Source: an optimization exercise on an open RTL-to-GDS flow (aim: small area, a short achievable clock period and few clock cycles). Production flows keep margins and buffers that such runs may drop.
At most, simulation tests tie the RTL to the original design; equivalence was not proved.
For run 1, only the layout was checked, not whether the RTL still works.

==> flow/design.v, too long to show whole: its modules and the start of the top module <==
// module mnt_fxu: 233 lines
// module fxu_mul32: 1653 lines
module mnt_fxu (
    input  wire        clk,
    input  wire        rst,       
    input  wire        req,
    input  wire        we,
    input  wire [5:0]  addr,      
    input  wire [31:0] wdata,
    output wire        ready,
    output reg  [31:0] rdata
);
  // ...
==> flow/run.sh <==
#!/bin/bash
# synth_recipe.tcl (not shown) runs the flow's synth.tcl, then flattens the netlist and writes it again
# the make line also repeats each setting of config.mk as NAME=value (left out here)
make -C /OpenROAD-flow-scripts/flow DESIGN_CONFIG=/design/flow/config.mk WORK_HOME=/design/flow/orfs CLKGATE_MAP_FILE= SYNTH_SCRIPT=/design/flow/synth_recipe.tcl finish
==> flow/config.mk <==
export PLATFORM = sky130hd
export DESIGN_NAME = mnt_fxu
export DESIGN_NICKNAME = mnt_fxu
export VERILOG_FILES = /design/flow/design.v
export SDC_FILE = /design/flow/constraint.sdc
export NUM_CORES = 4
export LEC_CHECK = 0
export CAP_MARGIN = 20
export CORE_MARGIN = 2
export CORE_UTILIZATION = 40
export SETUP_SLACK_MARGIN = 5
export SLEW_MARGIN = 20
==> flow/constraint.sdc <==
create_clock -name core_clock -period 14.0 [get_ports {clk}]
set_input_delay 2.8000 -clock core_clock [delete_from_list [all_inputs] [get_ports {clk}]]
set_output_delay 2.8000 -clock core_clock [all_outputs]
set_load 0.01 [all_outputs]
==> reports/qor.txt, run 1 <==
Outcome -> no timing/DRC/antenna violations
Adder-Cell Fraction of Synth Area -> 0.1558
Die extent in x -> 404.6 microns
Worst Setup EP -> regs[12][31]
Reg clk slew, reported paths -> 0.06 ns
Commonest non-fill, non-tap cell in the layout -> nand2_1
Slew Limit Fails -> 0
H-tree Lvls -> 3
DP Area -> 68990 sq um
Max reg flops -> 512
Max Root-Sink Buffers -> 3
Area Growth Syn to Fin -> 17.57%
Max incr delay on CP -> 0.62 ns
Cts repair resizes -> 219
Synth area leader -> edfxtp_1
Hold Path Class -> reg2reg
Clock network area share -> 0.03192
Worst Hold Slack -> 0.4870 ns
Initial Util -> 0.4013
Final routed DRC violation total -> 0
Placer Congestion -> 1.047
Final setup margin -> 2.510 ns
Total number of cells along the worst setup path -> 57
Cell area after synthesis -> 64210 sq um
WHS Path Cells -> 2
Via count -> 57083
Critical Path RT -> 14.41 ns
Max-cap violations -> 0
Io pins -> 75
==> module mnt_fxu, before the edit <==
module mnt_fxu (
    input  wire        clk,
    input  wire        rst,       
    input  wire        req,
    input  wire        we,
    input  wire [5:0]  addr,      
    input  wire [31:0] wdata,
    output wire        ready,
    output reg  [31:0] rdata
);
    localparam [31:0] ID_VALUE = 32'h4D4E5431;
    localparam [5:0] A_ID = 6'h00, A_STATUS = 6'h02, A_CMD = 6'h03;
    localparam [5:0] OP_FADD   = 6'h01, OP_FSUB  = 6'h02, OP_FADDI = 6'h03,
                     OP_FSUBI  = 6'h04, OP_FMUL  = 6'h05, OP_FMULI = 6'h06,
                     OP_FDIVI  = 6'h07, OP_FSHL  = 6'h08, OP_FSHR  = 6'h09,
                     OP_FAND   = 6'h0A, OP_FFLOOR= 6'h0B, OP_FFRACT= 6'h0C,
                     OP_FROMI  = 6'h10, OP_FROMU = 6'h11, OP_FROMB = 6'h12,
                     OP_FROMF  = 6'h13, OP_TOI   = 6'h14, OP_TOU   = 6'h15,
                     OP_TOB    = 6'h16, OP_TOF   = 6'h17, OP_LI    = 6'h30;
    reg [31:0] regs [0:15];
    reg        ill;           
    reg        lipend;        
    reg [3:0]  lird;
    reg        e_valid;       
    reg        e_alu;         
    reg [3:0]  e_rd;
    reg [31:0] e_word;
    reg        busy;          
    reg        div_run;       
    reg [4:0]  div_cnt;       
    reg [31:0] div_rem;
    reg [31:0] div_quo;
    reg [31:0] div_dsr;
    reg        div_neg;
    reg [3:0]  div_rd;
    wire [5:0]  op = wdata[31:26];
    wire fmt_rrr = (op >= OP_FADD && op <= OP_FDIVI) || op == OP_FAND;
    wire fmt_rrs = (op == OP_FSHL) || (op == OP_FSHR);
    wire fmt_rr  = (op == OP_FFLOOR) || (op == OP_FFRACT) ||
                   (op >= OP_FROMI && op <= OP_TOF);
    wire fmt_ri  = (op == OP_LI);
    reg legal;
    always @(*) begin
        if (fmt_rrr)      legal = (wdata[13:0] == 14'd0);
        else if (fmt_rrs) legal = (wdata[17:5] == 13'd0);
        else if (fmt_rr)  legal = (wdata[17:0] == 18'd0);
        else if (fmt_ri)  legal = (wdata[21:0] == 22'd0);
        else              legal = 1'b0;
    end
    wire is_reg   = (addr[5:4] == 2'b10);
    wire hazard   = !we && is_reg && e_valid && (addr[3:0] == e_rd);
    assign ready = !busy && !hazard;
    wire acc      = req && ready;
    wire wr_reg   = acc && we && is_reg;
    wire wr_cmd   = acc && we && (addr == A_CMD);
    wire wr_stat  = acc && we && (addr == A_STATUS);
    wire cmd_li_d = wr_cmd && lipend;
    wire cmd_ok   = wr_cmd && !lipend && legal;
    wire cmd_ill  = wr_cmd && !lipend && !legal;
    wire cmd_li   = cmd_ok && (op == OP_LI);
    wire cmd_div  = cmd_ok && (op == OP_FDIVI);
    wire cmd_alu  = cmd_ok && (op != OP_LI);
    always @(*) begin
        rdata = 32'd0;
        if (addr == A_ID)
            rdata = ID_VALUE;
        else if (addr == A_STATUS)
            rdata = {27'd0, lipend, 2'b00, ill, 1'b0};
        else if (is_reg)
            rdata = regs[addr[3:0]];
    end
    wire [5:0]  x_op = e_word[31:26];
    wire [3:0]  x_ra = e_word[21:18];
    wire [3:0]  x_rb = e_word[17:14];
    wire [4:0]  x_sh = e_word[4:0];
    wire [31:0] va = regs[x_ra];
    wire [31:0] vb = regs[x_rb];
    wire o_fshl  = (x_op == OP_FSHL);
    wire o_tof   = (x_op == OP_TOF);
    wire o_fromf = (x_op == OP_FROMF);
    wire o_div   = (x_op == OP_FDIVI);
    wire o_sub   = (x_op == OP_FSUB)  || (x_op == OP_FSUBI);
    wire o_imm   = (x_op == OP_FADDI) || (x_op == OP_FSUBI);
    wire [31:0] a_mag = va[31] ? (~va + 32'd1) : va;
    wire [31:0] b_mag = vb[31] ? (~vb + 32'd1) : vb;
    reg  [4:0]  a_lead;
    reg  [4:0]  b_lead;
    integer     i;
    always @(*) begin
        a_lead = 5'd0;
        b_lead = 5'd0;
        for (i = 0; i < 32; i = i + 1) begin
            if (a_mag[i]) a_lead = i[4:0];
            if (b_mag[i]) b_lead = i[4:0];
        end
    end
    wire        f_sign = va[31];
    wire [7:0]  f_exp  = va[30:23];
    wire [22:0] f_frac = va[22:0];
    wire [31:0] f_mant = {8'd0, 1'b1, f_frac};
    wire [7:0]  f_up   = f_exp - 8'd140;    
    wire [7:0]  f_dn   = 8'd140 - f_exp;    
    wire [4:0]  d_k    = a_lead - b_lead;
    reg  [31:0] ls_in;
    reg  [4:0]  ls_amt;
    always @(*) begin
        if (o_fshl) begin
            ls_in = va;      ls_amt = x_sh;
        end else if (o_tof) begin
            ls_in = a_mag;   ls_amt = ~a_lead;
        end else if (o_fromf) begin
            ls_in = f_mant;  ls_amt = f_up[4:0];
        end else begin
            ls_in = b_mag;   ls_amt = d_k;
        end
    end
    wire [31:0] ls_out = ls_in << ls_amt;
    wire [31:0] rs_in  = o_fromf ? f_mant : va;
    wire [4:0]  rs_amt = o_fromf ? f_dn[4:0] : x_sh;
    wire [31:0] rs_out = $signed(rs_in) >>> rs_amt;
    wire        f_nan  = (f_exp == 8'hFF) && (f_frac != 23'd0);
    wire        f_sat  = (f_exp >= 8'd148);
    wire [31:0] f_mag  = (f_exp >= 8'd140) ? ls_out :
                         (f_exp > 8'd116)  ? rs_out : 32'd0;
    wire [31:0] opb    = o_imm ? {vb[21:0], 10'd0} : vb;
    wire [31:0] ad_a   = o_fromf ? 32'd0 : va;
    wire [31:0] ad_b   = o_fromf ? (f_mag ^ {32{f_sign}}) : (opb ^ {32{o_sub}});
    wire        ad_ci  = o_fromf ? f_sign : o_sub;
    wire [31:0] sum    = ad_a + ad_b + {31'd0, ad_ci};
    wire [31:0] fromf_res = f_nan ? 32'd0 :
                            f_sat ? (f_sign ? 32'h80000000 : 32'h7FFFFFFF) : sum;
    wire [31:0] t_norm  = ls_out;
    wire [23:0] t_keep  = t_norm[31:8];
    wire        t_guard = t_norm[7];
    wire        t_stick = |t_norm[6:0];
    wire        t_up    = t_guard & (t_stick | t_keep[0]);
    wire [24:0] t_rnd   = {1'b0, t_keep} + {24'd0, t_up};
    wire [7:0]  t_exp   = {3'd0, a_lead} + 8'd117 + {7'd0, t_rnd[24]};
    wire [22:0] t_man   = t_rnd[24] ? t_rnd[23:1] : t_rnd[22:0];
    wire [31:0] tof_res = (va == 32'd0) ? 32'd0 : {va[31], t_exp, t_man};
    wire [31:0] prod;
    fxu_mul32 u_mul (.a(va), .b(vb), .y(prod));
    reg  [31:0] result;
    always @(*) begin
        case (x_op)
            OP_FADD, OP_FSUB,
            OP_FADDI, OP_FSUBI: result = sum;
            OP_FMUL:   result = $signed(prod) >>> 10;
            OP_FMULI:  result = prod;
            OP_FSHL:   result = ls_out;
            OP_FSHR:   result = rs_out;
            OP_FAND:   result = va & vb;
            OP_FFLOOR: result = {va[31:10], 10'd0};
            OP_FFRACT: result = {22'd0, va[9:0]};
            OP_FROMI,
            OP_FROMU:  result = {va[21:0], 10'd0};
            OP_FROMB:  result = {14'd0, va[7:0], 10'd0};
            OP_FROMF:  result = fromf_res;
            OP_TOI,
            OP_TOU:    result = $signed(va) >>> 10;
            OP_TOB:    result = {24'd0, va[17:10]};
            OP_TOF:    result = tof_res;
            default:   result = 32'd0;    
        endcase
    end
    wire        x_div   = e_valid && e_alu && o_div;
    wire        d_zero  = (vb == 32'd0) || (va == 32'd0) || (a_lead < b_lead);
    wire [31:0] d_dsr   = ls_out;
    wire [32:0] div_trial = {1'b0, div_rem} - {1'b0, div_dsr};
    wire        div_ge    = ~div_trial[32];
    wire [31:0] quo_next  = {div_quo[30:0], div_ge};
    wire        div_done  = div_run && (div_cnt == 5'd0);
    wire [31:0] div_res   = div_neg ? (~quo_next + 32'd1) : quo_next;
    wire        x_wr    = e_valid && !(x_div && !d_zero);
    wire        rf_we   = div_done || x_wr;
    wire [3:0]  rf_wa   = div_done ? div_rd : e_rd;
    wire [31:0] rf_wd   = div_done ? div_res : (e_alu ? result : e_word);
    always @(posedge clk) begin
        if (rf_we)
            regs[rf_wa] <= rf_wd;
    end
    always @(posedge clk) begin
        if (rst) begin
            ill     <= 1'b0;
            lipend  <= 1'b0;
            lird    <= 4'd0;
            e_valid <= 1'b0;
            busy    <= 1'b0;
            div_run <= 1'b0;
        end else begin
            e_valid <= wr_reg || cmd_li_d || cmd_alu;
            if (wr_stat && wdata[1]) ill <= 1'b0;
            if (cmd_ill) ill <= 1'b1;
            if (cmd_li_d) lipend <= 1'b0;
            if (cmd_li) begin
                lipend <= 1'b1;
                lird   <= wdata[25:22];
            end
            if (cmd_div) busy <= 1'b1;
            if (x_div) begin
                if (d_zero) begin
                    busy <= 1'b0;
                end else begin
                    div_run <= 1'b1;
                end
            end
            if (div_run) begin
                if (div_done) begin
                    div_run <= 1'b0;
                    busy    <= 1'b0;
                end
            end
        end
    end
    always @(posedge clk) begin
        e_alu  <= !(wr_reg || cmd_li_d);
        e_rd   <= wr_reg ? addr[3:0] : (cmd_li_d ? lird : wdata[25:22]);
        e_word <= wdata;
        if (x_div) begin
            div_cnt <= d_k;
            div_rem <= a_mag;
            div_quo <= 32'd0;
            div_dsr <= d_dsr;
            div_neg <= va[31] ^ vb[31];
            div_rd  <= e_rd;
        end else if (div_run) begin
            if (div_ge) div_rem <= div_trial[31:0];
            div_quo <= quo_next;
            div_dsr <= {1'b0, div_dsr[31:1]};
            div_cnt <= div_cnt - 5'd1;
        end
    end
endmodule
==> run 2: changes to the inputs <==
--- a/flow/design.v
+++ b/flow/design.v
@@ -18,21 +18,28 @@
                      OP_FROMF  = 6'h13, OP_TOI   = 6'h14, OP_TOU   = 6'h15,
                      OP_TOB    = 6'h16, OP_TOF   = 6'h17, OP_LI    = 6'h30;
+    localparam S_ADD = 0, S_MUL = 1, S_MULS = 2, S_SHL = 3, S_SHR = 4,
+               S_AND = 5, S_FLOOR = 6, S_FRACT = 7, S_FROMI = 8, S_FROMB = 9,
+               S_TOI = 10, S_TOB = 11, S_PASS = 12, S_TOF2 = 13,
+               S_TOF1 = 14, S_FROMF1 = 15, S_DIV = 16, NSEL = 17;
     reg [31:0] regs [0:15];
     reg        ill;           
     reg        lipend;        
     reg [3:0]  lird;
-    reg        e_valid;       
-    reg        e_alu;         
-    reg [3:0]  e_rd;
-    reg [31:0] e_word;
+    reg            e_valid;   
+    reg [NSEL-1:0] e_sel;
+    reg            e_sub;     
+    reg            e_imm;     
+    reg [4:0]      e_sh;
+    reg [3:0]      e_rd;
+    reg [31:0]     oa;        
+    reg [31:0]     ob;        
     reg        busy;          
-    reg        div_run;       
-    reg [4:0]  div_cnt;       
-    reg [31:0] div_rem;
-    reg [31:0] div_quo;
-    reg [31:0] div_dsr;
-    reg        div_neg;
-    reg [3:0]  div_rd;
+    reg        d_iter;        
+    reg        d_neg;
+    reg [4:0]  d_cnt;         
+    reg [31:0] d_quo;
     wire [5:0]  op = wdata[31:26];
+    wire [3:0]  ra = wdata[21:18];
+    wire [3:0]  rb = wdata[17:14];
     wire fmt_rrr = (op >= OP_FADD && op <= OP_FDIVI) || op == OP_FAND;
     wire fmt_rrs = (op == OP_FSHL) || (op == OP_FSHR);
@@ -48,17 +55,45 @@
         else              legal = 1'b0;
     end
+    reg [NSEL-1:0] sel;
+    always @(*) begin
+        sel = {NSEL{1'b0}};
+        case (op)
+            OP_FADD, OP_FSUB,
+            OP_FADDI, OP_FSUBI: sel[S_ADD]   = 1'b1;
+            OP_FMUL:            sel[S_MULS]  = 1'b1;
+            OP_FMULI:           sel[S_MUL]   = 1'b1;
+            OP_FDIVI:           sel[S_DIV]   = 1'b1;
+            OP_FSHL:            sel[S_SHL]   = 1'b1;
+            OP_FSHR:            sel[S_SHR]   = 1'b1;
+            OP_FAND:            sel[S_AND]   = 1'b1;
+            OP_FFLOOR:          sel[S_FLOOR] = 1'b1;
+            OP_FFRACT:          sel[S_FRACT] = 1'b1;
+            OP_FROMI, OP_FROMU: sel[S_FROMI] = 1'b1;
+            OP_FROMB:           sel[S_FROMB] = 1'b1;
+            OP_FROMF:           sel[S_FROMF1] = 1'b1;
+            OP_TOI, OP_TOU:     sel[S_TOI]   = 1'b1;
+            OP_TOB:             sel[S_TOB]   = 1'b1;
+            OP_TOF:             sel[S_TOF1]  = 1'b1;
+            default:            sel = {NSEL{1'b0}};
+        endcase
+    end
     wire is_reg   = (addr[5:4] == 2'b10);
     wire hazard   = !we && is_reg && e_valid && (addr[3:0] == e_rd);
-    assign ready = !busy && !hazard;
+    wire e_first  = e_sel[S_TOF1] || e_sel[S_FROMF1] || e_sel[S_DIV];
+    wire take     = !busy || (e_valid && !e_first);
+    assign ready = take && !hazard;
     wire acc      = req && ready;
     wire wr_reg   = acc && we && is_reg;
     wire wr_cmd   = acc && we && (addr == A_CMD);
     wire wr_stat  = acc && we && (addr == A_STATUS);
-    wire cmd_li_d = wr_cmd && lipend;
+    wire cmd_data = wr_cmd && lipend;
     wire cmd_ok   = wr_cmd && !lipend && legal;
     wire cmd_ill  = wr_cmd && !lipend && !legal;
     wire cmd_li   = cmd_ok && (op == OP_LI);
-    wire cmd_div  = cmd_ok && (op == OP_FDIVI);
+    wire cmd_long = cmd_ok && ((op == OP_FDIVI) || (op == OP_TOF) || (op == OP_FROMF));
     wire cmd_alu  = cmd_ok && (op != OP_LI);
+    wire wr_data  = wr_reg || cmd_data;
+    wire [3:0]  pa     = addr[5] ? addr[3:0] : ra;
+    wire [31:0] pa_val = regs[pa];
     always @(*) begin
         rdata = 32'd0;
@@ -68,20 +103,8 @@
             rdata = {27'd0, lipend, 2'b00, ill, 1'b0};
         else if (is_reg)
-            rdata = regs[addr[3:0]];
+            rdata = pa_val;
     end
-    wire [5:0]  x_op = e_word[31:26];
-    wire [3:0]  x_ra = e_word[21:18];
-    wire [3:0]  x_rb = e_word[17:14];
-    wire [4:0]  x_sh = e_word[4:0];
-    wire [31:0] va = regs[x_ra];
-    wire [31:0] vb = regs[x_rb];
-    wire o_fshl  = (x_op == OP_FSHL);
-    wire o_tof   = (x_op == OP_TOF);
-    wire o_fromf = (x_op == OP_FROMF);
-    wire o_div   = (x_op == OP_FDIVI);
-    wire o_sub   = (x_op == OP_FSUB)  || (x_op == OP_FSUBI);
-    wire o_imm   = (x_op == OP_FADDI) || (x_op == OP_FSUBI);
-    wire [31:0] a_mag = va[31] ? (~va + 32'd1) : va;
-    wire [31:0] b_mag = vb[31] ? (~vb + 32'd1) : vb;
+    wire [31:0] a_mag = oa[31] ? (~oa + 32'd1) : oa;
+    wire [31:0] b_mag = ob[31] ? (~ob + 32'd1) : ob;
     reg  [4:0]  a_lead;
     reg  [4:0]  b_lead;
@@ -95,20 +118,12 @@
         end
     end
-    wire        f_sign = va[31];
-    wire [7:0]  f_exp  = va[30:23];
-    wire [22:0] f_frac = va[22:0];
-    wire [31:0] f_mant = {8'd0, 1'b1, f_frac};
-    wire [7:0]  f_up   = f_exp - 8'd140;    
-    wire [7:0]  f_dn   = 8'd140 - f_exp;    
     wire [4:0]  d_k    = a_lead - b_lead;
     reg  [31:0] ls_in;
     reg  [4:0]  ls_amt;
     always @(*) begin
-        if (o_fshl) begin
-            ls_in = va;      ls_amt = x_sh;
-        end else if (o_tof) begin
+        if (e_sel[S_SHL]) begin
+            ls_in = oa;      ls_amt = e_sh;
+        end else if (e_sel[S_TOF1]) begin
             ls_in = a_mag;   ls_amt = ~a_lead;
-        end else if (o_fromf) begin
-            ls_in = f_mant;  ls_amt = f_up[4:0];
         end else begin
             ls_in = b_mag;   ls_amt = d_k;
@@ -116,68 +131,69 @@
     end
     wire [31:0] ls_out = ls_in << ls_amt;
-    wire [31:0] rs_in  = o_fromf ? f_mant : va;
-    wire [4:0]  rs_amt = o_fromf ? f_dn[4:0] : x_sh;
-    wire [31:0] rs_out = $signed(rs_in) >>> rs_amt;
+    wire        f_sign = oa[31];
+    wire [7:0]  f_exp  = oa[30:23];
+    wire [22:0] f_frac = oa[22:0];
+    wire [31:0] f_top  = {1'b1, f_frac, 8'd0};
+    wire [7:0]  f_dn   = 8'd148 - f_exp;
     wire        f_nan  = (f_exp == 8'hFF) && (f_frac != 23'd0);
     wire        f_sat  = (f_exp >= 8'd148);
-    wire [31:0] f_mag  = (f_exp >= 8'd140) ? ls_out :
-                         (f_exp > 8'd116)  ? rs_out : 32'd0;
-    wire [31:0] opb    = o_imm ? {vb[21:0], 10'd0} : vb;
-    wire [31:0] ad_a   = o_fromf ? 32'd0 : va;
-    wire [31:0] ad_b   = o_fromf ? (f_mag ^ {32{f_sign}}) : (opb ^ {32{o_sub}});
-    wire        ad_ci  = o_fromf ? f_sign : o_sub;
-    wire [31:0] sum    = ad_a + ad_b + {31'd0, ad_ci};
-    wire [31:0] fromf_res = f_nan ? 32'd0 :
-                            f_sat ? (f_sign ? 32'h80000000 : 32'h7FFFFFFF) : sum;
-    wire [31:0] t_norm  = ls_out;
-    wire [23:0] t_keep  = t_norm[31:8];
-    wire        t_guard = t_norm[7];
-    wire        t_stick = |t_norm[6:0];
+    wire [31:0] rs_in   = e_sel[S_FROMF1] ? f_top : oa;
+    wire        rs_fill = !e_sel[S_FROMF1] && oa[31];
+    wire [4:0]  rs_amt  = e_sel[S_FROMF1] ? f_dn[4:0] : e_sh;
+    wire [31:0] rs_out  = $signed({rs_fill, rs_in}) >>> rs_amt;
+    wire [31:0] f_mag   = f_nan ? 32'd0 :
+                          f_sat ? (f_sign ? 32'h80000000 : 32'h7FFFFFFF) :
+                          (f_exp > 8'd116) ? rs_out : 32'd0;
+    wire        f_neg   = f_sign && !f_nan && !f_sat;
+    wire        ad_sub = e_sub || d_iter;
+    wire [31:0] opb    = e_imm ? {ob[21:0], 10'd0} : ob;
+    wire [32:0] sum    = {1'b0, oa} + {1'b0, opb ^ {32{ad_sub}}} + {32'd0, ad_sub};
+    wire [23:0] t_keep  = ob[31:8];
+    wire        t_guard = ob[7];
+    wire        t_stick = |ob[6:0];
     wire        t_up    = t_guard & (t_stick | t_keep[0]);
     wire [24:0] t_rnd   = {1'b0, t_keep} + {24'd0, t_up};
-    wire [7:0]  t_exp   = {3'd0, a_lead} + 8'd117 + {7'd0, t_rnd[24]};
+    wire [7:0]  t_exp   = {3'd0, d_cnt} + 8'd117 + {7'd0, t_rnd[24]};
     wire [22:0] t_man   = t_rnd[24] ? t_rnd[23:1] : t_rnd[22:0];
-    wire [31:0] tof_res = (va == 32'd0) ? 32'd0 : {va[31], t_exp, t_man};
+    wire [31:0] tof_res = (oa == 32'd0) ? 32'd0 : {oa[31], t_exp, t_man};
     wire [31:0] prod;
-    fxu_mul32 u_mul (.a(va), .b(vb), .y(prod));
+    fxu_mul32 u_mul (.a(oa), .b(ob), .y(prod));
     reg  [31:0] result;
     always @(*) begin
-        case (x_op)
-            OP_FADD, OP_FSUB,
-            OP_FADDI, OP_FSUBI: result = sum;
-            OP_FMUL:   result = $signed(prod) >>> 10;
-            OP_FMULI:  result = prod;
-            OP_FSHL:   result = ls_out;
-            OP_FSHR:   result = rs_out;
-            OP_FAND:   result = va & vb;
-            OP_FFLOOR: result = {va[31:10], 10'd0};
-            OP_FFRACT: result = {22'd0, va[9:0]};
-            OP_FROMI,
-            OP_FROMU:  result = {va[21:0], 10'd0};
-            OP_FROMB:  result = {14'd0, va[7:0], 10'd0};
-            OP_FROMF:  result = fromf_res;
-            OP_TOI,
-            OP_TOU:    result = $signed(va) >>> 10;
-            OP_TOB:    result = {24'd0, va[17:10]};
-            OP_TOF:    result = tof_res;
-            default:   result = 32'd0;    
-        endcase
-    end
-    wire        x_div   = e_valid && e_alu && o_div;
-    wire        d_zero  = (vb == 32'd0) || (va == 32'd0) || (a_lead < b_lead);
-    wire [31:0] d_dsr   = ls_out;
-    wire [32:0] div_trial = {1'b0, div_rem} - {1'b0, div_dsr};
-    wire        div_ge    = ~div_trial[32];
-    wire [31:0] quo_next  = {div_quo[30:0], div_ge};
-    wire        div_done  = div_run && (div_cnt == 5'd0);
-    wire [31:0] div_res   = div_neg ? (~quo_next + 32'd1) : quo_next;
-    wire        x_wr    = e_valid && !(x_div && !d_zero);
-    wire        rf_we   = div_done || x_wr;
-    wire [3:0]  rf_wa   = div_done ? div_rd : e_rd;
-    wire [31:0] rf_wd   = div_done ? div_res : (e_alu ? result : e_word);
+        result = 32'd0;    
+        if (e_sel[S_ADD])   result = result | sum[31:0];
+        if (e_sel[S_MUL])   result = result | prod;
+        if (e_sel[S_MULS])  result = result | {{10{prod[31]}}, prod[31:10]};
+        if (e_sel[S_SHL])   result = result | ls_out;
+        if (e_sel[S_SHR])   result = result | rs_out;
+        if (e_sel[S_AND])   result = result | (oa & ob);
+        if (e_sel[S_FLOOR]) result = result | {oa[31:10], 10'd0};
+        if (e_sel[S_FRACT]) result = result | {22'd0, oa[9:0]};
+        if (e_sel[S_FROMI]) result = result | {oa[21:0], 10'd0};
+        if (e_sel[S_FROMB]) result = result | {14'd0, oa[7:0], 10'd0};
+        if (e_sel[S_TOI])   result = result | {{10{oa[31]}}, oa[31:10]};
+        if (e_sel[S_TOB])   result = result | {24'd0, oa[17:10]};
+        if (e_sel[S_TOF2])  result = result | tof_res;
+        if (e_sel[S_PASS])  result = result | oa;
+    end
+    wire        d_setup  = e_valid && e_sel[S_DIV];
+    wire        d_zero   = (ob == 32'd0) || (oa == 32'd0) || (a_lead < b_lead);
+    wire        d_ge     = sum[32];
+    wire [31:0] quo_next = {d_quo[30:0], d_ge};
+    wire        d_last   = d_iter && (d_cnt == 5'd0);
+    wire        e_write  = e_valid && (!e_first || (d_setup && d_zero));
+    wire        rf_we = e_write || (d_last && !d_neg);
+    wire [31:0] rf_wd = d_iter ? quo_next : result;
     always @(posedge clk) begin
         if (rf_we)
-            regs[rf_wa] <= rf_wd;
+            regs[e_rd] <= rf_wd;
     end
+    wire fwd_a = e_valid && (e_rd == ra);
+    wire fwd_b = e_valid && (e_rd == rb);
+    wire [31:0] ra_val = fwd_a ? result : pa_val;
+    wire [31:0] rb_val = fwd_b ? result : regs[rb];
+    localparam [NSEL-1:0] SEL_ADD  = 1 << S_ADD;
+    localparam [NSEL-1:0] SEL_PASS = 1 << S_PASS;
+    localparam [NSEL-1:0] SEL_TOF2 = 1 << S_TOF2;
     always @(posedge clk) begin
         if (rst) begin
@@ -187,46 +203,66 @@
             e_valid <= 1'b0;
             busy    <= 1'b0;
-            div_run <= 1'b0;
+            d_iter  <= 1'b0;
         end else begin
-            e_valid <= wr_reg || cmd_li_d || cmd_alu;
             if (wr_stat && wdata[1]) ill <= 1'b0;
             if (cmd_ill) ill <= 1'b1;
-            if (cmd_li_d) lipend <= 1'b0;
+            if (cmd_data) lipend <= 1'b0;
             if (cmd_li) begin
                 lipend <= 1'b1;
                 lird   <= wdata[25:22];
             end
-            if (cmd_div) busy <= 1'b1;
-            if (x_div) begin
-                if (d_zero) begin
-                    busy <= 1'b0;
-                end else begin
-                    div_run <= 1'b1;
-                end
-            end
-            if (div_run) begin
-                if (div_done) begin
-                    div_run <= 1'b0;
+            if (take) begin
+                e_valid <= wr_data || cmd_alu;
+                busy    <= cmd_long;
+            end else if (e_valid) begin
+                if (e_write) begin
+                    e_valid <= 1'b0;
                     busy    <= 1'b0;
+                end else if (d_setup) begin
+                    e_valid <= 1'b0;
+                    d_iter  <= 1'b1;
                 end
+            end else if (d_last) begin
+                d_iter <= 1'b0;
+                if (d_neg) e_valid <= 1'b1;
+                else       busy    <= 1'b0;
             end
         end
     end
     always @(posedge clk) begin
-        e_alu  <= !(wr_reg || cmd_li_d);
-        e_rd   <= wr_reg ? addr[3:0] : (cmd_li_d ? lird : wdata[25:22]);
-        e_word <= wdata;
-        if (x_div) begin
-            div_cnt <= d_k;
-            div_rem <= a_mag;
-            div_quo <= 32'd0;
-            div_dsr <= d_dsr;
-            div_neg <= va[31] ^ vb[31];
-            div_rd  <= e_rd;
-        end else if (div_run) begin
-            if (div_ge) div_rem <= div_trial[31:0];
-            div_quo <= quo_next;
-            div_dsr <= {1'b0, div_dsr[31:1]};
-            div_cnt <= div_cnt - 5'd1;
+        if (take) begin
+            e_sel <= wr_data ? SEL_PASS : sel;
+            e_sub <= !wr_data && ((op == OP_FSUB) || (op == OP_FSUBI));
+            e_imm <= !wr_data && ((op == OP_FADDI) || (op == OP_FSUBI));
+            e_sh  <= wdata[4:0];
+            e_rd  <= wr_reg ? addr[3:0] : (cmd_data ? lird : wdata[25:22]);
+            oa    <= wr_data ? wdata : ra_val;
+            ob    <= rb_val;
+        end else if (e_sel[S_TOF1]) begin
+            e_sel <= SEL_TOF2;
+            ob    <= ls_out;
+            d_cnt <= a_lead;
+        end else if (e_sel[S_FROMF1]) begin
+            e_sel <= SEL_ADD;
+            e_sub <= f_neg;
+            oa    <= 32'd0;
+            ob    <= f_mag;
+        end else if (d_setup) begin
+            oa    <= a_mag;
+            ob    <= ls_out;
+            d_quo <= 32'd0;
+            d_cnt <= d_k;
+            d_neg <= oa[31] ^ ob[31];
+        end else if (d_iter) begin
+            if (d_ge) oa <= sum[31:0];
+            ob    <= {1'b0, ob[31:1]};
+            d_quo <= quo_next;
+            d_cnt <= d_cnt - 5'd1;
+            if (d_last) begin
+                e_sel <= SEL_ADD;
+                e_sub <= 1'b1;
+                oa    <= 32'd0;
+                ob    <= quo_next;
+            end
         end
     end
==> flow/flow/run.sh (new file) <==
#!/bin/bash
set -euo pipefail
bash standard.sh SETUP_SLACK_MARGIN=6 finish > standard.log 2>&1
==> flow/standard.sh (new file) <==
#!/bin/bash
# synth_recipe.tcl (not shown) runs the flow's synth.tcl, then flattens the netlist and writes it again
# the make line also repeats each setting of config.mk as NAME=value (left out here)
make -C /OpenROAD-flow-scripts/flow DESIGN_CONFIG=/design/flow/config.mk WORK_HOME=/design/flow/orfs CLKGATE_MAP_FILE= SYNTH_SCRIPT=/design/flow/synth_recipe.tcl "${@:-finish}"
--- a/flow/config.mk
+++ b/flow/config.mk
@@ -9,4 +9,3 @@
 export CORE_MARGIN = 2
 export CORE_UTILIZATION = 40
-export SETUP_SLACK_MARGIN = 5
 export SLEW_MARGIN = 20
removed: flow/run.sh
==> reports/qor.txt, run 2 <==
Clock skew -> 0.04820 ns (was 0.05289 ns)
Clock latency (worst-skew pair) -> 0.69 ns (was 0.73 ns)
Syn Area/Cell -> 10.62 sq um (was 10.58 sq um)
Placer Congestion -> 1.096 (was 1.047)
CORE AREA -> 145900 sq um (was 160000 sq um)
Cell area after synthesis -> 58950 sq um (was 64210 sq um)
Synthesized net count -> 6107 (was 6664)
Cell with the most instances after synthesis -> nand2_1 (unchanged)
Most frequent cells in the layout -> 694 x nand2_1, 639 x edfxtp_1, 407 x fa_1 (was 681 x nand2_1, 586 x edfxtp_1, 459 x mux4_2)
All-Layer GR Usage -> 0.3760 (was 0.3652)
Layout cells sized above 1 -> 0.2224 (was 0.2460)
Asr flop ratio synth -> 0 (unchanged)
Via count -> 52065 (was 57083)
Max reg flops -> 512 (unchanged)
Nets -> 6256 (was 6906)
Design area -> 69810 sq um (was 75490 sq um)
Post-layout min period -> 8.258 ns (was 11.49 ns)
Area Growth Syn to Fin -> 18.42% (was 17.57%)
Pin count of the biggest net entering global routing -> 69 (was 97)
Initial antenna violation count -> 24 (was 17)
Drt first-iter violations -> 8818 (was 8280)
Vias per Instance -> 6.774 (was 6.740)
Final WL -> 290700 microns (was 303700 microns)
Die Ht -> 387.9 microns (was 404.6 microns)
Most flops, register -> regs (unchanged)
Top flop regs -> regs: 512 flops, oa: 32 flops, ob: 32 flops
Crit start category -> primary input (was flip-flop)
Cts bufs inserted -> 75 (was 74)
Max incr delay on CP -> 0.52 ns (was 0.62 ns)
Hold Path Class -> reg2reg (unchanged)
Final setup viols -> 0 (unchanged)
GRT overflow -> 0 (unchanged)
H-tree Lvls -> 3 (unchanged)
Die extent in x -> 387.9 microns (was 404.6 microns)
Post-synth top area share -> 0.3255 (was 0.2741)
WL per Instance -> 37.82 microns (was 35.86 microns)
Worst slew pin tran -> 1.271 ns (was 1.309 ns)
Top post-synthesis cells by count -> 702 x nand2_1, 639 x edfxtp_1, 409 x fa_1 (was 693 x nand2_1, 586 x edfxtp_1, 459 x mux4_2)
Max Root-Sink Buffers -> 3 (unchanged)
Synth Flop Type -> edfxtp_1 (unchanged)
Max-cap violations -> 0 (unchanged)
EDFF count, synth -> 639 (was 586)
Sum Neg Setup Slack -> 0 ns (unchanged)
Row Count -> 140 (was 147)
Clock tree sinks -> 650 (was 663)
Cts hold-fix bufs -> 0 (unchanged)
IO Port Bufs -> 74 (unchanged)
Initial Util -> 0.4040 (was 0.4013)
Final period utilization -> 0.5898 (was 0.8207)
Syn Inst Count -> 5551 (was 6069)
CP startpoint -> wdata[19] (was e_word[14])
Worst-path fanout max -> 5 (was 8)
Synth area leader -> edfxtp_1 (unchanged)
Reg clk slew, reported paths -> 0.06 ns (about the same)
Post-DRT Antenna Nets -> 0 (unchanged)
Io pins -> 75 (unchanged)
Slew Limit Fails -> 0 (unchanged)
CTS tree -> yes (unchanged)
Slew headroom -> 0.1462 (was 0.1206)
Yosys cell types -> 101 (was 120)
Hold Fails Final Rpt -> 0 (unchanged)
Worst r2r src -> ob[1] (was e_word[14])
Sequential-to-total area share from yosys stat -> 0.3292 (was 0.2981)
Hold_sp -> lird[2] (was div_quo[0])
Critical Path RT -> 11.20 ns (was 14.41 ns)
CP Data Arrival Time -> 5.46 ns (was 11.90 ns)
DP Area -> 62200 sq um (was 68990 sq um)
Drt pass-1 iters -> 10 (was 7)
Commonest non-fill, non-tap cell in the layout -> nand2_1 (unchanged)
First-pass GRT wire length -> 397400 microns (was 423500 microns)
Outcome -> no timing/DRC/antenna violations (unchanged)
CP endpoint kind -> output port (was flip-flop)
Synth area leaders -> edfxtp_1 33%, fa_1 14%, mux4_2 12%, nand2_1 4.5%, and2_1 3.3% (was edfxtp_1 27%, mux4_2 16%, fa_1 13%, nand2_1 4.1%, xnor2_1 3.1%)
CP Cell Sequence -> buf_6 > buf_12 > mux2i_4 > buf_12 > buf_12 > buf_16 > buf_6 > buf_6 > buf_6 > buf_16 > buf_8 > mux4_2 > a211oi_4 > a31oi_4 > and2_4 > buf_6
DP HPWL -> 191100 microns (was 213500 microns)
Die area -> 150500 sq um (was 163700 sq um)
Fillers -> 13208 (was 14759)
Class of the most critical setup path -> in2out (was reg2reg)
Final routed DRC violation total -> 0 (unchanged)
F_max -> 0.1211 GHz (was 0.08703 GHz)
CP dominant cell by count -> buf_6 (was o21ai_1)
Synth Register Bits -> 650 (was 663)
Synthesis Warnings -> 1 (unchanged)
Slowest cell on crit path -> mux4_2 (unchanged)
RSZ-0062 raised after global routing -> yes (unchanged)
CTS root buffer -> clkbuf_16 (unchanged)
Vias in the first global route -> 50060 (was 55907)
## run 2: cell types whose count changed after synthesis, moves of 36 or more
cell      delta
mux4_2     -150
edfxtp_1    +53
a21oi_1     -76
inv_1       -65
and2_1     +108
mux2i_1     +38
xnor2_1     -55
ha_1        -37
o21ai_0     -50
clkbuf_1    +36
nor2_1     -159
dfxtp_1     -66
## run 2: cell type report
cell class	count	area (sq um)	area share
antenna	13	32.53	0.0004660
multi-input combinational	4067	38510	0.5517
timing repair buffer	528	5654	0.08100
clock buffer	92	1972	0.02825
inverter	378	1438	0.02059
tap	1917	2399	0.03436
clock inverter	41	389.1	0.005574
sequential	650	19410	0.2781
## run 2: stage by stage
stage	util	setup WS, ns	cells	hold WS (ns)
4_1_cts	0.4661	5.686	7585	0.5064
6_report	0.4784	5.742	7686	0.5032
3_3_place_gp	0.4260	3.504	7285	0.4768
5_1_grt	0.4782	5.704	7675	0.5509
2_1_floorplan	-	6.016	5551	0.4569
3_5_place_dp	0.4263	3.733	7286	0.4930
## run 2: worst max-delay path: cells and delay by family
kind / cells / cell delay (ns)
AO/OA/AOI/OAI: 2 / 0.40
buffers and inverters: 11 / 1.24
AND/OR/NAND/NOR: 1 / 0.29
multiplexers: 2 / 0.69
## run 2: final timing paths
check             cells past startpoint      endpoint  slack [ns]
setup / recovery                     16     rdata[23]        5.74
setup reg to reg                     28  regs[14][31]        5.88
hold / removal                        2       lird[2]        0.50
hold reg to reg                       2       lird[2]        0.50
## run 2: kinds of logic (layout without fill, tap and decap cells)
logic type / count (synthesis) / in the layout / share of synthesized area
compound gates: 1076 / 1076 / 0.1241
flops: 650 / 650 / 0.3292
simple gates: 1688 / 1688 / 0.1369
other cells: 0 / 13 / 0
fa+ha+maj: 514 / 514 / 0.1612
mux: 529 / 538 / 0.1564
buf+inv: 843 / 1039 / 0.05474
xor+xnor: 251 / 251 / 0.03742
## run 2: per-layer routing
layer | part of all wire | track usage
met5 | 0.00024 | 0
met4 | 0.077 | 0.2474
met3 | 0.14 | 0.1132
met2 | 0.42 | 0.5471
met1 | 0.36 | 0.4847
## run 2: repair_timing
action	CTS	global route
gates cloned	25	9
hold endpoints to repair	0	0
setup endpoints to repair	591	571
setup buffers	141	75
pin swaps	46	68
resized for setup	438	237
Testbench counts of run 2, summed over its fixed seeds: cycles 35,932.
==> run 3: changes to the inputs <==
==> flow/flow/run.sh (replaced) <==
#!/bin/bash
set -euo pipefail
bash standard.sh SETUP_SLACK_MARGIN=7 finish > standard.log 2>&1
==> reports/qor.txt, run 3 <==
EDFF count, synth -> 639 (unchanged)
Slowest cell on crit path -> fa_2 (was mux4_2)
Vias per Instance -> 6.883 (was 6.774)
Max Root-Sink Buffers -> 3 (unchanged)
Hold Path Class -> reg2reg (unchanged)
CTS tree -> yes (unchanged)
Drt first-iter violations -> 8958 (was 8818)
GRT overflow -> 0 (unchanged)
Met3 Use GR -> 0.1449 (was 0.1132)
Sum Neg Setup Slack -> 0 ns (unchanged)
Max reg flops -> 512 (unchanged)
Slew Limit Fails -> 0 (unchanged)
GR Util met1 -> 0.4742 (was 0.4847)
Final setup margin -> 5.892 ns (was 5.742 ns)
Synthesized net count -> 6107 (unchanged)
Syn Inst Count -> 5551 (unchanged)
CP endpoint kind -> flip-flop (was output port)
Top post-synthesis cells by count -> 702 x nand2_1, 639 x edfxtp_1, 409 x fa_1 (unchanged)
H-tree Lvls -> 3 (unchanged)
Yosys cell types -> 101 (unchanged)
F_max -> 0.1233 GHz (was 0.1211 GHz)
Outcome -> no timing/DRC/antenna violations (unchanged)
Hold Fails Final Rpt -> 0 (unchanged)
Critical Path RT -> 14.32 ns (was 11.20 ns)
Commonest non-fill, non-tap cell in the layout -> nand2_1 (unchanged)
Placer Congestion -> 1.141 (was 1.096)
Slew headroom -> 0.1583 (was 0.1462)
Buffers plus inverters on the worst setup path -> 8 (was 11)
Initial Util -> 0.4040 (unchanged)
Final setup viols -> 0 (unchanged)
Layout cells sized above 1 -> 0.2742 (was 0.2224)
Synth Register Bits -> 650 (unchanged)
Final WL -> 295300 microns (was 290700 microns)
Crit path max-delay family -> adder cells (was buffers and inverters)
Clock tree sinks -> 650 (unchanged)
Reg clk slew, reported paths -> 0.06 ns (about the same)
Die extent in x -> 387.9 microns (unchanged)
Cell with the most instances after synthesis -> nand2_1 (unchanged)
Worst Hold Slack -> 0.4995 ns (was 0.5032 ns)
Die area -> 150500 sq um (unchanged)
Worst slew pin tran -> 1.249 ns (was 1.271 ns)
WL per Instance -> 37.49 microns (was 37.82 microns)
Class of the most critical setup path -> reg2reg (was in2out)
Area Growth Syn to Fin -> 25.07% (was 18.42%)
Worst-path fanout max -> 16 (was 5)
Post-DRT Antenna Nets -> 0 (unchanged)
Most flops, register -> regs (unchanged)
Drt pass-1 iters -> 7 (was 10)
Post-synth top area share -> 0.3255 (unchanged)
Die Ht -> 387.9 microns (unchanged)
Initial antenna violation count -> 37 (was 24)
Design area -> 73730 sq um (was 69810 sq um)
DP Area -> 62270 sq um (was 62200 sq um)
Clock latency (worst-skew pair) -> 0.67 ns (was 0.69 ns)
CORE AREA -> 145900 sq um (unchanged)
Top flop regs -> regs: 512 flops, oa: 32 flops, ob: 32 flops (unchanged)
Cts bufs inserted -> 73 (was 75)
Crit start category -> flip-flop (was primary input)
Vias in the first global route -> 51441 (was 50060)
Post-layout min period -> 8.108 ns (was 8.258 ns)
RSZ-0062 raised after global routing -> yes (unchanged)
CP dominant cell by count -> fa_1 (was buf_6)
Cts hold-fix bufs -> 0 (unchanged)
Final routed DRC violation total -> 0 (unchanged)
Nets -> 6441 (was 6256)
Cell area after synthesis -> 58950 sq um (unchanged)
Max-cap violations -> 0 (unchanged)
All-Layer GR Usage -> 0.3716 (was 0.3760)
Synthesis Warnings -> 1 (unchanged)
Met2 usage -> 0.5294 (was 0.5471)
Sequential-to-total area share from yosys stat -> 0.3292 (unchanged)
DP HPWL -> 178400 microns (was 191100 microns)
Pin count of the biggest net entering global routing -> 71 (was 69)
Asr flop ratio synth -> 0 (unchanged)
First-pass GRT wire length -> 396300 microns (was 397400 microns)
Synth Flop Type -> edfxtp_1 (unchanged)
Synth area leader -> edfxtp_1 (unchanged)
Row Count -> 140 (unchanged)
CTS root buffer -> clkbuf_16 (unchanged)
CP Data Arrival Time -> 8.43 ns (was 5.46 ns)
Final period utilization -> 0.5792 (was 0.5898)
IO Port Bufs -> 74 (unchanged)
Max incr delay on CP -> 0.57 ns (was 0.52 ns)
Clock skew -> 0.04848 ns (was 0.04820 ns)
Via count -> 54214 (was 52065)
Most frequent cells in the layout -> 670 x nand2_1, 639 x edfxtp_1, 398 x fa_1 (was 694 x nand2_1, 639 x edfxtp_1, 407 x fa_1)
Most used routing layer -> met2 (unchanged)
Synth area leaders -> edfxtp_1 33%, fa_1 14%, mux4_2 12%, nand2_1 4.5%, and2_1 3.3% (unchanged)
Syn Area/Cell -> 10.62 sq um (unchanged)
Final core utilization -> 0.5053 (was 0.4784)
Dpl ws -> 3.966 ns (was 3.733 ns)
Io pins -> 75 (unchanged)
run 3: cell counts after synthesis:
No cell type changed its count.
run 3: cell families after synthesis:
family / count (synthesis) / share of synthesized area
DFF: 650 / 0.3292
AOI/OAI and AO/OA: 1076 / 0.1241
buffers and inverters: 843 / 0.05474
and+or+nand+nor: 1688 / 0.1369
xor gates and xnor gates: 251 / 0.03742
muxes: 529 / 0.1564
adders and majority gates: 514 / 0.1612
run 3: cell type report:
class,count,area (sq um)
Multi-Input combinational cell,4073,39670
Clock buffer,84,1868
Fill cell,12695,72190
Antenna cell,16,40.04
Clock inverter,50,521.8
Tap cell,1917,2399
Inverter,378,1441
Sequential cell,650,19410
Timing Repair Buffer,709,8381
run 3: path summary, 6_finish.rpt:
check        startpoint           end  slack [ns]  depth (start not counted)
max               ob[2]  regs[12][30]        5.89                         28
min             lird[1]       lird[1]        0.50                          2
max reg2reg       ob[2]  regs[12][30]        5.89                         28
min reg2reg     lird[1]       lird[1]        0.50                          2
run 3: repair_timing:
item,CTS,global route
pin swaps,102,149
resized for setup,705,349
setup endpoints to repair,1121,1121
gates cloned,48,21
setup buffers,218,178
run 3: per-layer routing:
metal  wire, microns  part of all wire
met5             183           0.00062
met4           23210             0.079
met3           47160              0.16
met2          121800              0.41
met1          102900              0.35
run 3: worst reg2reg max path, delay by kind of cell, from the launching register on:
kind / cells / cell delay [ns]
muxes: 1 / 0.51
and+or+nand+nor: 3 / 0.33
adders and majority gates: 9 / 4.35
buffers and inverters: 8 / 0.83
DFF: 1 / 0.41
AOI/OAI and AO/OA: 6 / 1.22
xor gates and xnor gates: 1 / 0.13
run 3: per-stage QoR:
stage,std cells
floorplan,5551
global placement,7261
detailed placement,7261
CTS,7661
global route,7865
finish,7877
==> run 4: changes to the inputs <==
==> flow/run.sh (new file) <==
#!/bin/bash
# synth_recipe.tcl (not shown) runs the flow's synth.tcl, then flattens the netlist and writes it again
# the make line also repeats each setting of config.mk as NAME=value (left out here)
make -C /OpenROAD-flow-scripts/flow DESIGN_CONFIG=/design/flow/config.mk WORK_HOME=/design/flow/orfs CLKGATE_MAP_FILE= SYNTH_SCRIPT=/design/flow/synth_recipe.tcl finish
--- a/flow/config.mk
+++ b/flow/config.mk
@@ -9,3 +9,4 @@
 export CORE_MARGIN = 2
 export CORE_UTILIZATION = 40
+export SETUP_SLACK_MARGIN = 5
 export SLEW_MARGIN = 20
removed: flow/flow/run.sh
removed: flow/standard.sh
==> reports/qor.txt, run 4 <==
Outcome -> no timing/DRC/antenna violations (unchanged)
Max reg flops -> 512 (unchanged)
Via count -> 49849 (was 54214)
Worst slew pin tran -> 1.311 ns (was 1.249 ns)
Drt first-iter violations -> 7587 (was 8958)
Die extent in x -> 387.9 microns (unchanged)
Top flop regs -> regs: 512 flops, oa: 32 flops, ob: 32 flops (unchanged)
IO Port Bufs -> 74 (unchanged)
Most frequent cells in the layout -> 701 x nand2_1, 639 x edfxtp_1, 409 x fa_1 (was 670 x nand2_1, 639 x edfxtp_1, 398 x fa_1)
Hold Path Class -> reg2reg (unchanged)
Row Count -> 140 (unchanged)
Worst r2r src -> oa[9] (was ob[2])
Cell area after synthesis -> 58950 sq um (unchanged)
Clock latency (worst-skew pair) -> 0.65 ns (was 0.67 ns)
Syn Inst Count -> 5551 (unchanged)
Slew Limit Fails -> 0 (unchanged)
Worst-path fanout max -> 30 (was 16)
Synth Register Bits -> 650 (unchanged)
Crit start category -> flip-flop (unchanged)
EDFF count, synth -> 639 (unchanged)
F_max -> 0.1096 GHz (was 0.1233 GHz)
Final setup viols -> 0 (unchanged)
Io pins -> 75 (unchanged)
CTS tree -> yes (unchanged)
Nets -> 5989 (was 6441)
Sum Neg Setup Slack -> 0 ns (unchanged)
Syn Area/Cell -> 10.62 sq um (unchanged)
Clock skew -> 0.03881 ns (was 0.04848 ns)
Synthesis Warnings -> 1 (unchanged)
Max-cap violations -> 0 (unchanged)
Post-layout min period -> 9.123 ns (was 8.108 ns)
Commonest non-fill, non-tap cell in the layout -> nand2_1 (unchanged)
First-pass GRT wire length -> 367000 microns (was 396300 microns)
Synth area leader -> edfxtp_1 (unchanged)
Most flops, register -> regs (unchanged)
Clock tree sinks -> 650 (unchanged)
Top post-synthesis cells by count -> 702 x nand2_1, 639 x edfxtp_1, 409 x fa_1 (unchanged)
Sequential-to-total area share from yosys stat -> 0.3292 (unchanged)
All-Layer GR Usage -> 0.3422 (was 0.3716)
CTS root buffer -> clkbuf_16 (unchanged)
Final WL -> 262600 microns (was 295300 microns)
Hold Fails Final Rpt -> 0 (unchanged)
Yosys cell types -> 101 (unchanged)
Vias per Instance -> 6.717 (was 6.883)
Die Ht -> 387.9 microns (unchanged)
DP HPWL -> 180200 microns (was 178400 microns)
Class of the most critical setup path -> reg2reg (unchanged)
CP startpoint -> oa[9] (was ob[2])
Initial Util -> 0.4040 (unchanged)
Synth Flop Type -> edfxtp_1 (unchanged)
Final routed DRC violation total -> 0 (unchanged)
Pin count of the biggest net entering global routing -> 65 (was 71)
Hold_sp -> lird[3] (was lird[1])
Worst Setup EP -> regs[5][8] (was regs[12][30])
Reg clk slew, reported paths -> 0.06 ns (about the same)
Asr flop ratio synth -> 0 (unchanged)
H-tree Lvls -> 3 (unchanged)
WHS Path Cells -> 2 (unchanged)
Final setup margin -> 4.877 ns (was 5.892 ns)
Worst reg2reg path depth -> 24 (was 28)
Final period utilization -> 0.6516 (was 0.5792)
CORE AREA -> 145900 sq um (unchanged)
CP Data Arrival Time -> 9.59 ns (was 8.43 ns)
RSZ-0062 raised after global routing -> yes (unchanged)
Cts hold-fix bufs -> 0 (unchanged)
Synthesized net count -> 6107 (unchanged)
Initial antenna violation count -> 33 (was 37)
Reg-to-reg setup timing slack -> 4.88 ns (was 5.89 ns)
Synth area leaders -> edfxtp_1 33%, fa_1 14%, mux4_2 12%, nand2_1 4.5%, and2_1 3.3% (unchanged)
Cts bufs inserted -> 73 (unchanged)
Critical Path RT -> 14.47 ns (was 14.32 ns)
Max Root-Sink Buffers -> 3 (unchanged)
Layout cells sized above 1 -> 0.1434 (was 0.2742)
Post-synth top area share -> 0.3255 (unchanged)
Drt pass-1 iters -> 8 (was 7)
Post-DRT Antenna Nets -> 0 (unchanged)
Slew headroom -> 0.1169 (was 0.1583)
Area Growth Syn to Fin -> 10.05% (was 25.07%)
Placer Congestion -> 1.083 (was 1.141)
GRT overflow -> 0 (unchanged)
Vias in the first global route -> 48115 (was 51441)
CP endpoint kind -> flip-flop (unchanged)
Dpl ws -> 3.682 ns (was 3.966 ns)
Reg-to-reg critical path endpoint -> regs[5][8] (was regs[12][30])
WL per Instance -> 35.39 microns (was 37.49 microns)
Cell with the most instances after synthesis -> nand2_1 (unchanged)
Die area -> 150500 sq um (unchanged)
==> run 4: cell counts after synthesis <==
No cell type changed its count.
==> run 4: logic make-up (layout without fill, tap and decap cells) <==
group / count (synthesis) / in the layout / share of synthesized area
xor+xnor: 251 / 251 / 0.03742
flops: 650 / 650 / 0.3292
compound gates: 1076 / 1076 / 0.1241
mux: 529 / 529 / 0.1564
fa+ha+maj: 514 / 514 / 0.1612
simple gates: 1688 / 1688 / 0.1369
buf+inv: 843 / 780 / 0.05474
other cells: 0 / 16 / 0
==> run 4: worst min-delay path by stage <==
| stage | to |
|---|---|
| after floorplan | ill |
| after global placement | lird[3] |
| after detailed placement | lird[3] |
| after CTS | lird[3] |
| after global routing | lird[3] |
| final | lird[3] |
==> run 4: per-layer routing <==
| metal | track usage | vias to the layer above | wire length (microns) |
|---|---|---|---|
| met4 | 0.2050 | 18 | 18480 |
| met5 | 0 | - | 125 |
| li1 | - | 19879 | - |
| met1 | 0.4534 | 25215 | 98320 |
| met2 | 0.5012 | 3914 | 111400 |
| met3 | 0.09253 | 823 | 34290 |
==> run 4: what timing repair did <==
item | CTS | global route
setup buffers | 4 | 2
gates cloned | 1 | 1
setup endpoints to repair | 81 | 289
resized for setup | 19 | 41
pin swaps | 0 | 1
==> run 4: per-stage QoR <==
stage | instances | hold WS (ns) | instance area (sq um) | utilization
finish | 7421 | 0.4951 | 64870 | 0.4446
CTS | 7402 | 0.4996 | 64610 | 0.4428
floorplan | 5551 | 0.4569 | 58950 | -
global route | 7407 | 0.5276 | 64840 | 0.4444
global placement | 7265 | 0.4761 | 61990 | 0.4248
detailed placement | 7267 | 0.4861 | 62030 | 0.4251
==> run 4: worst max-delay path: stages, from the launching register on <==
cell	delay [ns]
edfxtp_1	0.37
buf_4	0.28
buf_4	0.29
nor2_1	0.55
nand4_1	0.48
o21ai_1	0.38
xnor2_1	0.39
a311oi_1	0.47
o31ai_2	0.19
o21ai_0	0.44
o211ai_1	0.18
a21oi_1	0.24
ha_1	0.19
inv_1	0.07
fa_1	0.55
a22oi_1	0.29
and2_1	0.23
nand3_1	0.25
nand2_1	0.13
buf_4	0.36
nand4_1	0.62
mux2i_1	0.86
a221oi_2	0.24
mux2i_1	0.56
buf_4	0.29
==> run 4: layout make-up <==
class                   count  area (sq um)
diodes                     16         40.04
clock buffers              85          1977
multi-input cells        4058         36750
flip-flops and latches    650         19410
clock inverters            45         471.7
repair buffers            272          2410
inverters                 378          1419
well taps                1917          2399
fillers                 13628         81040

## re-timing with driven ports
The results above use ideal ports. As a check the final layouts listed here were re-extracted and re-timed, cells and wires unchanged.
Step 1, drivers: a clkbuf_16 drives clk and a buf_2 each remaining input, both assumed.
Step 2 also shifts input and output timing later by t, the mid clock arrival at the registers, as if the neighbouring blocks saw the same clock.
Three values: ideal, step 1, step 2; two values: the first two.
run | t, ns | slack for setup (ns) | worst setup path after step 2 | worst slew at a driven data input, ns
run 1 | 0.782 | 2.510 / 2.510 / 2.510 | register to register | 0.08
run 2 | 0.733 | 5.742 / 5.697 / 5.277 | input to register | 0.24
run 3 | 0.714 | 5.892 / 5.805 / 5.799 | input to register | 0.29
run 4 | 0.702 | 4.877 / 4.877 / 4.877 | register to register | 0.26
After both steps every run listed still meets setup and hold. The setup slack of run 2, which loses most, moves by -0.045 ns with the drivers and by -0.465 ns with both steps.
